From an optimization exercise on the open Yosys and OpenROAD flow, aimed at small area, a short achievable clock period and few clock cycles per item; shortcuts taken in it are not production practice. Where RTL was checked, it was by simulation tests only, not by an equivalence proof against the original. Power is estimated from default activity; no workload was simulated.

Setup of lane 1:
==> module x64ptw, before the edit <==
module x64ptw (
    input  wire        clk,
    input  wire        rst,
    input  wire        cmd_valid,
    output wire        cmd_ready,
    input  wire [63:0] cmd_root,
    input  wire [63:0] cmd_va,
    input  wire        abort_req,
    output wire        mem_req_valid,
    input  wire        mem_req_ready,
    output wire [63:0] mem_req_addr,
    input  wire        mem_rsp_valid,
    input  wire [63:0] mem_rsp_data,
    input  wire        mem_rsp_err,
    output wire        ent_valid,
    output wire [2:0]  ent_level,
    output wire [8:0]  ent_index,
    output wire [63:0] ent_table_base,
    output wire [63:0] ent_raw,
    output wire        ent_leaf,
    output wire        ent_present,
    output wire        ent_writable,
    output wire        ent_user,
    output wire        ent_write_through,
    output wire        ent_cache_disable,
    output wire        ent_accessed,
    output wire        ent_exec_disable,
    output wire        ent_ps_valid,
    output wire        ent_ps,
    output wire        ent_dirty,
    output wire        ent_global,
    output wire        ent_pat,
    output wire [4:0]  ent_frame_shift,
    output wire [27:0] ent_frame_ref,
    output wire [63:0] ent_reserved,
    output wire        ent_faulty,
    output wire        rsp_valid,
    output wire [2:0]  rsp_status,
    output wire        rsp_mapped,
    output wire [63:0] rsp_page_base,
    output wire [4:0]  rsp_page_shift,
    output wire [29:0] rsp_page_offset,
    output wire [63:0] rsp_pa,
    output wire [2:0]  rsp_count,
    output wire [63:0] rsp_info
);
    reg        st_req;       
    reg        st_wait;      
    reg        st_done;      
    reg [1:0]  lv_q;         
    reg [63:0] va_q;
    reg [63:0] base_q;       
    reg [63:3] nxt_q;        
    reg        nxt_ok;       
    reg        nxt_canon;    
    wire [63:0] raw = mem_rsp_data;
    function [8:0] va_index(input [1:0] lv, input [63:0] va);
        case (lv)
            2'd3:    va_index = va[47:39];
            2'd2:    va_index = va[38:30];
            2'd1:    va_index = va[29:21];
            default: va_index = va[20:12];
        endcase
    endfunction
    wire [8:0]  index     = va_index(lv_q, va_q);
    wire [1:0]  lv_next   = lv_q - 2'd1;
    wire [8:0]  index_nxt = va_index(lv_next, va_q);
    wire [63:0] cur_addr  = (lv_q == 2'd3) ? {nxt_q, base_q[2:0]} : {base_q[63:12], index, 3'b000};
    wire canonical = (cmd_va[63:47] == 17'd0) || (cmd_va[63:47] == 17'h1FFFF);
    wire        d_leaf, d_big1g, d_big2m;
    wire [4:0]  d_shift;
    wire [27:0] d_frame;
    x64ptw_entry_decode u_dec (
        .lv         (lv_q),
        .raw        (raw),
        .leaf       (d_leaf),
        .big1g      (d_big1g),
        .big2m      (d_big2m),
        .frame_shift(d_shift),
        .frame_ref  (d_frame),
        .dirty      (ent_dirty),
        .global_pg  (ent_global),
        .pat        (ent_pat),
        .reserved   (ent_reserved),
        .faulty     (ent_faulty)
    );
    wire answer   = st_wait & mem_rsp_valid;
    wire stop     = mem_rsp_err | !raw[0] | d_leaf | abort_req;
    wire w_end    = answer & stop;                
    wire w_next   = answer & !stop;               
    wire idle     = !(st_req | st_wait | st_done);
    assign cmd_ready = idle | st_done | w_end;
    wire accept      = cmd_valid & cmd_ready;
    wire first_req   = accept & nxt_ok & nxt_canon;
    assign mem_req_valid = st_req | w_next | first_req;
    assign mem_req_addr  = (st_wait & !stop) ? {24'd0, raw[39:12], index_nxt, 3'b000} :
                           st_req ? cur_addr : {nxt_q, cmd_root[2:0]};
    wire nxt_hold = (lv_q == 2'd3) & (st_req | (st_wait & !mem_rsp_valid));
    always @(posedge clk) begin
        if (!nxt_hold)
            nxt_q <= cmd_root[63:3] + {52'd0, cmd_va[47:39]};
        nxt_canon <= canonical;
        nxt_ok    <= cmd_valid & !accept & !nxt_hold;
    end
    always @(posedge clk) begin
        if (rst) begin
            st_req  <= 1'b0;
            st_wait <= 1'b0;
            st_done <= 1'b0;
        end else if (accept) begin
            st_req  <= canonical & !(nxt_ok & mem_req_ready);
            st_wait <= canonical & nxt_ok & mem_req_ready;
            st_done <= !canonical;
        end else if (w_next) begin
            st_req  <= !mem_req_ready;
            st_wait <= mem_req_ready;
        end else begin
            if (st_req & mem_req_ready) begin
                st_req  <= 1'b0;
                st_wait <= 1'b1;
            end
            if (w_end)
                st_wait <= 1'b0;
            st_done <= 1'b0;
        end
    end
    always @(posedge clk) begin
        if (cmd_ready) begin
            va_q   <= cmd_va;
            base_q <= cmd_root;
            lv_q   <= 2'd3;
        end else if (w_next) begin
            base_q <= {24'd0, raw[39:12], 12'd0};
            lv_q   <= lv_next;
        end
    end
    assign ent_valid         = answer & !mem_rsp_err;
    assign ent_level         = {1'b0, lv_q} + 3'd1;
    assign ent_index         = index;
    assign ent_table_base    = base_q;
    assign ent_raw           = raw;
    assign ent_leaf          = d_leaf;
    assign ent_present       = raw[0];
    assign ent_writable      = raw[1];
    assign ent_user          = raw[2];
    assign ent_write_through = raw[3];
    assign ent_cache_disable = raw[4];
    assign ent_accessed      = raw[5];
    assign ent_exec_disable  = raw[63];
    assign ent_ps_valid      = (lv_q != 2'd0);
    assign ent_ps            = (lv_q != 2'd0) & raw[7];
    assign ent_frame_shift   = d_shift;
    assign ent_frame_ref     = d_frame;
    wire mapped = st_wait & !mem_rsp_err & raw[0] & d_leaf;
    wire [29:0] offset = d_big1g ? va_q[29:0] :
                         d_big2m ? {9'd0, va_q[20:0]} : {18'd0, va_q[11:0]};
    wire [39:0] pbase  = {raw[39:30],
                          d_big1g ? 9'd0 : raw[29:21],
                          (d_big1g | d_big2m) ? 9'd0 : raw[20:12],
                          12'd0};
    assign rsp_valid       = st_done | w_end;
    assign rsp_status      = st_done ? 3'd1 :
                             mem_rsp_err ? 3'd2 :
                             (raw[0] & !d_leaf) ? 3'd7 : 3'd0;
    assign rsp_mapped      = mapped;
    assign rsp_page_base   = mapped ? {24'd0, pbase} : 64'd0;
    assign rsp_page_shift  = mapped ? d_shift : 5'd0;
    assign rsp_page_offset = mapped ? offset : 30'd0;
    assign rsp_pa          = mapped ? {24'd0, pbase | {10'd0, offset}} : 64'd0;
    assign rsp_count       = st_done ? 3'd0 : ({1'b0, ~lv_q} + {2'd0, !mem_rsp_err});
    assign rsp_info        = st_done ? va_q : mem_rsp_err ? cur_addr : 64'd0;
endmodule
export LEC_CHECK = 0
export ABC_CLOCK_PERIOD_IN_PS = 2000
export CAP_MARGIN = 20
export CORE_AREA = 5 5 275 275
export DIE_AREA = 0 0 280 280
export PLACE_DENSITY = 0.6
export SETUP_SLACK_MARGIN = 2.2
export SLEW_MARGIN = 20
export TNS_END_PERCENT = 10
create_clock -name core_clock -period 6.0 [get_ports {clk}]
standard.sh (not shown) runs the stock make flow with config.mk's settings and CLKGATE_MAP_FILE= SYNTH_SCRIPT=/design/flow/synth_recipe.tcl, a recipe that flattens the netlist after the stock synthesis.
==> flow/flow/run.sh <==
#!/bin/bash
# Standard layout with plain buffers (not delay cells) on the ports and with
# adders left to abc as plain gates (no ripple half/full adder cells).
set -euo pipefail
export BUFFER_PORTS_ARGS="-buffer_cell sky130_fd_sc_hd__buf_1"
export ADDER_MAP_FILE=
bash standard.sh > standard.log 2>&1
Testbench counts of lane 1, summed over its fixed seeds: cycles 21,230, walks 3,200.
#### Input delta (lane 2 over lane 1)
--- a/flow/design.v
+++ b/flow/design.v
@@ -89,13 +89,10 @@
     reg        st_wait;      
     reg        st_done;      
     reg [1:0]  lv_q;         
     reg [63:0] va_q;
     reg [63:0] base_q;       
-    reg [63:3] nxt_q;        
-    reg        nxt_ok;       
-    reg        nxt_canon;    
     wire [63:0] raw = mem_rsp_data;
     function [8:0] va_index(input [1:0] lv, input [63:0] va);
         case (lv)
             2'd3:    va_index = va[47:39];
             2'd2:    va_index = va[38:30];
@@ -104,11 +101,12 @@
         endcase
     endfunction
     wire [8:0]  index     = va_index(lv_q, va_q);
     wire [1:0]  lv_next   = lv_q - 2'd1;
     wire [8:0]  index_nxt = va_index(lv_next, va_q);
-    wire [63:0] cur_addr  = (lv_q == 2'd3) ? {nxt_q, base_q[2:0]} : {base_q[63:12], index, 3'b000};
+    wire [63:0] root_addr = base_q + {52'd0, va_q[47:39], 3'b000};
+    wire [63:0] cur_addr  = (lv_q == 2'd3) ? root_addr : {base_q[63:12], index, 3'b000};
     wire canonical = (cmd_va[63:47] == 17'd0) || (cmd_va[63:47] == 17'h1FFFF);
     wire        d_leaf, d_big1g, d_big2m;
     wire [4:0]  d_shift;
     wire [27:0] d_frame;
     x64ptw_entry_decode u_dec (
@@ -130,29 +128,23 @@
     wire w_end    = answer & stop;                
     wire w_next   = answer & !stop;               
     wire idle     = !(st_req | st_wait | st_done);
     assign cmd_ready = idle | st_done | w_end;
     wire accept      = cmd_valid & cmd_ready;
-    wire first_req   = accept & nxt_ok & nxt_canon;
+    wire first_req   = accept & canonical;
     assign mem_req_valid = st_req | w_next | first_req;
     assign mem_req_addr  = (st_wait & !stop) ? {24'd0, raw[39:12], index_nxt, 3'b000} :
-                           st_req ? cur_addr : {nxt_q, cmd_root[2:0]};
-    wire nxt_hold = (lv_q == 2'd3) & (st_req | (st_wait & !mem_rsp_valid));
-    always @(posedge clk) begin
-        if (!nxt_hold)
-            nxt_q <= cmd_root[63:3] + {52'd0, cmd_va[47:39]};
-        nxt_canon <= canonical;
-        nxt_ok    <= cmd_valid & !accept & !nxt_hold;
-    end
+                           st_req ? cur_addr :
+                                    cmd_root + {52'd0, cmd_va[47:39], 3'b000};
     always @(posedge clk) begin
         if (rst) begin
             st_req  <= 1'b0;
             st_wait <= 1'b0;
             st_done <= 1'b0;
         end else if (accept) begin
-            st_req  <= canonical & !(nxt_ok & mem_req_ready);
-            st_wait <= canonical & nxt_ok & mem_req_ready;
+            st_req  <= canonical & !mem_req_ready;
+            st_wait <= canonical & mem_req_ready;
             st_done <= !canonical;
         end else if (w_next) begin
             st_req  <= !mem_req_ready;
             st_wait <= mem_req_ready;
         end else begin
## What came out
Lane 2 vs lane 1 on detailed route wirelength on metal3: lane 2 is the lower one.
Lane 1 ended up with sky130_fd_sc_hd__a21o_4 as its master of the slowest instance on the critical path; lane 2 ended up with sky130_fd_sc_hd__a222oi_1.
Taking lane 1 as the reference, in lane 2 register-to-register slack -0.26 ns; unique cell type count in the Yosys netlist increased 18; count of nets left with antenna violations after detail routing ~0 delta; clock power dropped about 10%.
Function not checked in lane 2: the RTL went through the layout flow alone.

## afterwards: timing with drivers on the ports
The results above use ideal ports. As a check the final layouts listed here were re-extracted and re-timed, cells and wires unchanged.
Step 1 assumes that a clkbuf_16 drives the clock port and a buf_2 every other input.
Step 2 moves the port delays by t, midway between the first and last clock arrival at a register: inputs arrive t later, outputs are due t later. That takes back most of the time a late clock gives input paths.
Three values: ideal, step 1, step 2; two values: the first two.
| run | t (ns) | setup WS [ns] | pins driven straight from the clock port |
|---|---|---|---|
| lane 1 | 0.537 | 2.136 / 2.059 / 1.814 | 1 |
| lane 2 | 0.526 | 1.271 / 1.222 / 1.222 | 1 |
After both steps setup and hold are still met in every run listed. For lane 1, which loses most, drivers alone change the setup slack by -0.077 ns; drivers and shift together by -0.322 ns.
